Source: an optimization exercise on an open RTL-to-GDS flow (aim: small area, a short achievable clock period and few clock cycles per item). Production flows keep margins and buffers that such runs may drop.
The RTL was checked by simulation tests, not by an equivalence proof against the original design.
Power is estimated from default activity; no workload was simulated.

===== flow/config.mk =====
export PLATFORM = sky130hd
export DESIGN_NAME = pdb_bq
export DESIGN_NICKNAME = pdb_bq
export VERILOG_FILES = /design/flow/design.v
export SDC_FILE = /design/flow/constraint.sdc
export NUM_CORES = 4
export LEC_CHECK = 0
export CAP_MARGIN = 20
export CORE_MARGIN = 2
export CORE_UTILIZATION = 30
export PLACE_DENSITY = 0.4
export SLEW_MARGIN = 20

===== flow/constraint.sdc =====
create_clock -name core_clock -period 16.0 [get_ports {clk}]
set_input_delay 3.2000 -clock core_clock [delete_from_list [all_inputs] [get_ports {clk}]]
set_output_delay 3.2000 -clock core_clock [all_outputs]
set_load 0.01 [all_outputs]

===== flow/design.v =====
module pdb_bq (
    input  wire        clk,
    input  wire        rst,
    input  wire        cmd_valid,
    output wire        cmd_ready,
    input  wire [31:0] cmd_word,
    input  wire [31:0] cmd_data,
    output reg         rsp_valid,
    output reg  [7:0]  rsp_status,
    output reg  [31:0] rsp_data
);
    localparam integer Q     = 28;
    localparam integer N_CH  = 2;
    localparam integer N_ST  = 4;
    localparam integer N_STG = N_CH * N_ST;
    localparam [7:0] OP_LDC   = 8'h10;
    localparam [7:0] OP_RDS   = 8'h11;
    localparam [7:0] OP_STEP  = 8'h12;
    localparam [7:0] OP_CHAIN = 8'h13;
    localparam [7:0] ST_OK       = 8'h00;
    localparam [7:0] ST_ILLEGAL  = 8'h03;
    localparam [7:0] ST_BADSEL   = 8'h04;
    localparam [7:0] ST_BADSTATE = 8'h05;
    localparam [1:0] S_IDLE = 2'd0;
    localparam [1:0] S_MAC  = 2'd1;
    reg [31:0]  coef [0:N_STG-1][0:4];
    reg [4:0]   cval [0:N_STG-1];
    reg [31:0]  x1   [0:N_STG-1];
    reg [31:0]  x2   [0:N_STG-1];
    reg [31:0]  y1   [0:N_STG-1];
    reg [31:0]  y2   [0:N_STG-1];
    reg [Q-1:0] rem  [0:N_STG-1];
    wire [7:0] op  = cmd_word[31:24];
    wire [3:0] ch  = cmd_word[23:20];
    wire [3:0] s   = cmd_word[19:16];
    wire [2:0] k   = cmd_word[2:0];
    wire [3:0] r   = cmd_word[3:0];
    wire legal_ldc   = (op == OP_LDC)   && (cmd_word[15:3] == 13'd0);
    wire legal_rds   = (op == OP_RDS)   && (cmd_word[15:4] == 12'd0);
    wire legal_step  = (op == OP_STEP)  && (cmd_word[15:0] == 16'd0);
    wire legal_chain = (op == OP_CHAIN) && (cmd_word[19:0] == 20'd0);
    wire       sel_ok   = (ch < 4'd2) && (s < 4'd4);
    wire [2:0] sel_idx  = {ch[0], s[1:0]};
    wire stage_loaded = (cval[sel_idx] == 5'b11111);
    reg  chain_loaded;
    integer ci;
    always @(*) begin
        chain_loaded = 1'b1;
        for (ci = 0; ci < N_ST; ci = ci + 1)
            if (cval[{ch[0], ci[1:0]}] != 5'b11111)
                chain_loaded = 1'b0;
    end
    reg [31:0] rds_value;
    always @(*) begin
        case (r)
            4'd0, 4'd1, 4'd2, 4'd3, 4'd4: rds_value = coef[sel_idx][r[2:0]];
            4'd5:    rds_value = x1[sel_idx];
            4'd6:    rds_value = x2[sel_idx];
            4'd7:    rds_value = y1[sel_idx];
            4'd8:    rds_value = y2[sel_idx];
            default: rds_value = {{(32-Q){1'b0}}, rem[sel_idx]};
        endcase
    end
    reg [1:0]  state;
    reg [2:0]  cur;        
    reg [1:0]  last_s;     
    reg [2:0]  term;       
    reg [31:0] xin;        
    reg [63:0] acc;
    assign cmd_ready = (state == S_IDLE);
    wire accept = cmd_valid && cmd_ready;
    reg [31:0] mul_a, mul_b;
    always @(*) begin
        mul_a = coef[cur][term];
        case (term)
            3'd0:    mul_b = xin;
            3'd1:    mul_b = x1[cur];
            3'd2:    mul_b = x2[cur];
            3'd3:    mul_b = y1[cur];
            default: mul_b = y2[cur];
        endcase
    end
    wire signed [63:0] prod    = $signed(mul_a) * $signed(mul_b);
    wire        [63:0] acc_nxt = (term < 3'd3) ? acc + prod : acc - prod;
    wire        [31:0] y_new   = acc_nxt[Q+31:Q];
    integer i;
    always @(posedge clk) begin
        if (rst) begin
            state      <= S_IDLE;
            rsp_valid  <= 1'b0;
            rsp_status <= 8'd0;
            rsp_data   <= 32'd0;
            cur        <= 3'd0;
            last_s     <= 2'd0;
            term       <= 3'd0;
            xin        <= 32'd0;
            acc        <= 64'd0;
            for (i = 0; i < N_STG; i = i + 1) begin
                cval[i] <= 5'd0;
                x1[i]   <= 32'd0;
                x2[i]   <= 32'd0;
                y1[i]   <= 32'd0;
                y2[i]   <= 32'd0;
                rem[i]  <= {Q{1'b0}};
            end
        end else begin
            rsp_valid <= 1'b0;
            case (state)
                S_IDLE: begin
                    if (accept) begin
                        rsp_data <= 32'd0;
                        if (legal_ldc) begin
                            if (!sel_ok || k > 3'd4) begin
                                rsp_valid  <= 1'b1;
                                rsp_status <= ST_BADSEL;
                            end else begin
                                coef[sel_idx][k] <= cmd_data;
                                cval[sel_idx][k] <= 1'b1;
                                rsp_valid  <= 1'b1;
                                rsp_status <= ST_OK;
                            end
                        end else if (legal_rds) begin
                            rsp_valid <= 1'b1;
                            if (!sel_ok || r > 4'd9) begin
                                rsp_status <= ST_BADSEL;
                            end else if (r <= 4'd4 && !cval[sel_idx][r[2:0]]) begin
                                rsp_status <= ST_BADSTATE;
                            end else begin
                                rsp_status <= ST_OK;
                                rsp_data   <= rds_value;
                            end
                        end else if (legal_step) begin
                            if (!sel_ok) begin
                                rsp_valid  <= 1'b1;
                                rsp_status <= ST_BADSEL;
                            end else if (!stage_loaded) begin
                                rsp_valid  <= 1'b1;
                                rsp_status <= ST_BADSTATE;
                            end else begin
                                state  <= S_MAC;
                                cur    <= sel_idx;
                                last_s <= s[1:0];
                                term   <= 3'd0;
                                xin    <= cmd_data;
                                acc    <= {{(64-Q){1'b0}}, rem[sel_idx]};
                            end
                        end else if (legal_chain) begin
                            if (ch >= 4'd2) begin
                                rsp_valid  <= 1'b1;
                                rsp_status <= ST_BADSEL;
                            end else if (!chain_loaded) begin
                                rsp_valid  <= 1'b1;
                                rsp_status <= ST_BADSTATE;
                            end else begin
                                state  <= S_MAC;
                                cur    <= {ch[0], 2'd0};
                                last_s <= 2'd3;
                                term   <= 3'd0;
                                xin    <= cmd_data;
                                acc    <= {{(64-Q){1'b0}}, rem[{ch[0], 2'd0}]};
                            end
                        end else begin
                            rsp_valid  <= 1'b1;
                            rsp_status <= ST_ILLEGAL;
                        end
                    end
                end
                S_MAC: begin
                    if (term != 3'd4) begin
                        acc  <= acc_nxt;
                        term <= term + 3'd1;
                    end else begin
                        x2[cur]  <= x1[cur];
                        x1[cur]  <= xin;
                        y2[cur]  <= y1[cur];
                        y1[cur]  <= y_new;
                        rem[cur] <= acc_nxt[Q-1:0];
                        if (cur[1:0] == last_s) begin
                            state      <= S_IDLE;
                            rsp_valid  <= 1'b1;
                            rsp_status <= ST_OK;
                            rsp_data   <= y_new;
                        end else begin
                            cur  <= cur + 3'd1;
                            term <= 3'd0;
                            xin  <= y_new;
                            acc  <= {{(64-Q){1'b0}}, rem[cur + 3'd1]};
                        end
                    end
                end
                default: state <= S_IDLE;
            endcase
        end
    end
endmodule

===== flow/run.sh =====
#!/bin/bash
# synth_recipe.tcl (not shown) runs the flow's synth.tcl, then flattens the netlist and writes it again
# the make line also repeats each setting of config.mk as NAME=value (left out here)
make -C /OpenROAD-flow-scripts/flow DESIGN_CONFIG=/design/flow/config.mk WORK_HOME=/design/flow/orfs CLKGATE_MAP_FILE= SYNTH_SCRIPT=/design/flow/synth_recipe.tcl finish

==> results.ini <==
[sta]
finalCritPeriodShare=0.956
slew-limit-headroom=0.168
tightest_slew_ns=1.24
setup_viol=0
final.min_clock_period_ns=15.30
fin_setup_tns_ns=0
drv_slew=0
fin_skew_ns=0.0615
hold_viol_final=0
fmax_ghz=0.0654
grt_setup_unrepaired=no

[outcome]
status=finished clean

[cells_and_area]
nFillCells=54880
syn2layout_area_growth_pct=14.6
final_cell_mix=2568 x edfxtp_1, 1834 x nor2_1, 1038 x fa_1
utilization=0.345
nets=14667
final_common_cell=edfxtp_1
layout-drive-gt1-share=0.198

[grt]
grt_pass1_vias=124734
antenna_found_initial=70
grt_use_total=0.263
grt_pass1_wl_mm=1050
overflow=0
grt_max_degree=124

[detailed_routing]
vias=120260
detail_route.iter0.violations=15361
wl_mm=767
ant_nets=0
first_pass_iters=6
routedWlPerCell_um=36.4
vias_per_cell=5.70
drcViolationCount=0

[yosys]
synth_async_sr_flop_share=0
synth_area_sq_um=170000
syn_area_per_cell_sq_um=13.0
ys_seq_area_frac=0.470
yosys.area.top_type=edfxtp_1
synth_flop_cell=edfxtp_1
synth_cell_types=111
ys.warnings.count=1
synth_seq_cells=2708
synth_edf_count=2568
synth_top_area_share=0.454
synth_area_leaders=edfxtp_1 45%, mux4_2 13%, fa_1 12%, nor2_1 4.2%, mux2i_1 2.6%
synth_cells=13019

[power]
p_leak_nw=69.7
power_density_nw_per_um2=86.5
ir_worst_vdd_mv=0.0820

[clocking]
cts.path.max_buffers=4
cts.sinks=2708
root_buffer=clkbuf_16
cts_tree=built
path_clk_slew_ns=0.06
clk_latency_ns=1.00
cts_buffers=321
htree_levels=5

[floorplan]
dieWidth_um=756
ios=109
rows=276
start_util=0.301
die_h_um=756
core_area_sq_um=565000
dieArea_sq_um=572000

[worst_setup_path]
critPathKind=flop to flop
crit_cells=47
path_buf_inv=15
cpLargestDelayFamily=adder cells
crit_arrival_ns=15.99
startpoint_type=flop
slowest_delay_ns=0.73
cp_common_cell=fa_1
endpoint_kind=flop
cp_max_fo=25
crit_required_ns=16.69
rr_worst_depth=47
slowest_stage=a31oi_1

[place]
portBuffers=103
hpwl_mm=511
place.gp.congestion=0.891

[hold_path]
hold-path-cell-count=2
hp-class=flop to flop

[job]
drv_cap=0

-- worst reg2reg max path, delay by kind of cell (launching register included) --
kind / cells / cell delay [ns]
fa+ha+maj: 10 / 4.99
buf+inv: 15 / 3.62
compound gates: 10 / 2.40
xor+xnor: 4 / 1.23
simple gates: 6 / 1.21
mux: 2 / 0.92
flops: 1 / 0.67
-- flip-flops by register name, indices dropped and copies added (netlist names), named ones only --
signal      cells
rem           224
rsp_valid       1
cur             3
state           1
x2            256
x1            256
rsp_data       32
y2            256
cval           40
acc            60
y1            256
term            3
last_s          2
coef         1280
xin            32
rsp_status      3
-- where the power goes --
| group | internal [mW] | leakage [nW] | switching [mW] |
|---|---|---|---|
| Sequential | 7.92 | 24.9 | 0.104 |
| Clock | 3.87 | 4.71 | 3.16 |
| Combinational | 0.575 | 40.1 | 1.21 |
| Total | 12.4 | 69.7 | 4.47 |
-- cell families after synthesis --
| group | after synthesis | synth area share |
|---|---|---|
| other | 1 | 0.0000221 |
| buffers and inverters | 1977 | 0.0456 |
| adder cells (fa/ha/maj) | 1303 | 0.142 |
| XOR/XNOR | 201 | 0.0104 |
| multiplexers | 1564 | 0.167 |
| AND/OR/NAND/NOR | 3577 | 0.0960 |
| AO/OA/AOI/OAI | 1688 | 0.0687 |
| flip-flops | 2708 | 0.470 |
-- cell usage after synthesis (10+ instances only) --
cell	n
a31oi_1	85
o211ai_1	21
fa_1	1040
a311oi_1	25
mux4_2	998
edfxtp_1	2568
or2_2	82
a21o_1	66
mux2i_1	446
buf_4	23
buf_1	124
o21a_1	14
nand2b_1	309
ha_1	263
nor2b_1	116
or3_1	19
a221o_1	18
nor3_1	97
o21bai_1	25
nand3_1	84
a21oi_1	314
buf_2	108
o22ai_1	111
and3_1	53
o221ai_1	38
a22oi_1	233
a22o_1	62
a221oi_1	185
mux2_2	114
buf_6	10
dfxtp_1	140
a211oi_1	70
nand2_1	497
a2111oi_0	22
nor4_1	22
and2_1	317
xnor2_1	122
clkbuf_1	665
xor2_1	78
nand4_1	43
o21ai_0	266
nor2_1	1890
inv_1	1034
o31ai_1	24
-- final timing paths --
check,end,slack [ns],start
worst max-delay path,y1[0][31],0.70,flop
worst min register to register,acc[0],0.49,acc[0]
worst max register to register,y1[0][31],0.70,flop
worst min-delay path,acc[0],0.49,acc[0]
-- per-layer routing --
metal	up-vias	GRT usage	wire length (um)
met5	-	0	68
met4	12	0.118	41300
met3	1409	0.0495	62600
met2	6224	0.421	352000
met1	64493	0.347	311000
li1	48122	-	-
-- through the flow --
stage	power, mW	cell area, sq um	setup WS (ns)	cells	hold slack [ns]
finish	16.8	195000	0.702	21085	0.487
floorplan	9.04	170000	1.44	13023	0.441
detailed placement	9.93	184000	0.586	20455	0.476
CTS	16.9	194000	0.519	21028	0.484
global route	17.3	195000	0.0195	21066	0.507
global placement	9.91	184000	0.195	20451	0.467
-- timing repair --
item                                    4_1_cts  5_1_grt
buffers inserted                              0       21
endpoints found under the setup margin        0       25
hold buffers                                  0        0
resized for setup                             0        4
-- cell type report --
| type | count | area [sq um] | area share |
|---|---|---|---|
| tap | 7506 | 9390 | 0.0483 |
| multi-input combinational | 8338 | 83800 | 0.431 |
| timing repair buffer | 883 | 7770 | 0.0399 |
| antenna | 32 | 80.1 | 0.000412 |
| clock inverter | 157 | 1080 | 0.00557 |
| inverter | 1045 | 3930 | 0.0202 |
| sequential | 2708 | 79900 | 0.411 |
| clock buffer | 416 | 8550 | 0.0440 |
Testbench counts, summed over its fixed seeds: cycles 43,016, items 2,048.

[what the ideal ports hide]
Ports are ideal in the flow. The routed layout listed here was re-timed in OpenROAD. Step 1 assumes that a clkbuf_16 drives the clock port and a buf_2 every other input. Step 2 moves the port delays by t, midway between the first and last clock arrival at a register: inputs arrive t later, outputs are due t later. That takes back most of the time a late clock gives input paths. Three values: no drivers, after step 1, after step 2; two values: the first two.
t (ns): 1.087
slack for setup (ns): 0.702 / 0.702 / 0.702
hold slack, ns: 0.487 / 0.487 / 0.487
slew at the worst register clock pin (ns): 0.07 / 0.07
worst slew at a driven data input, ns: 0.39
After both steps this run still meets setup and hold. The setup slack of this run moves by 0.000 ns with the drivers and by 0.000 ns with both steps.
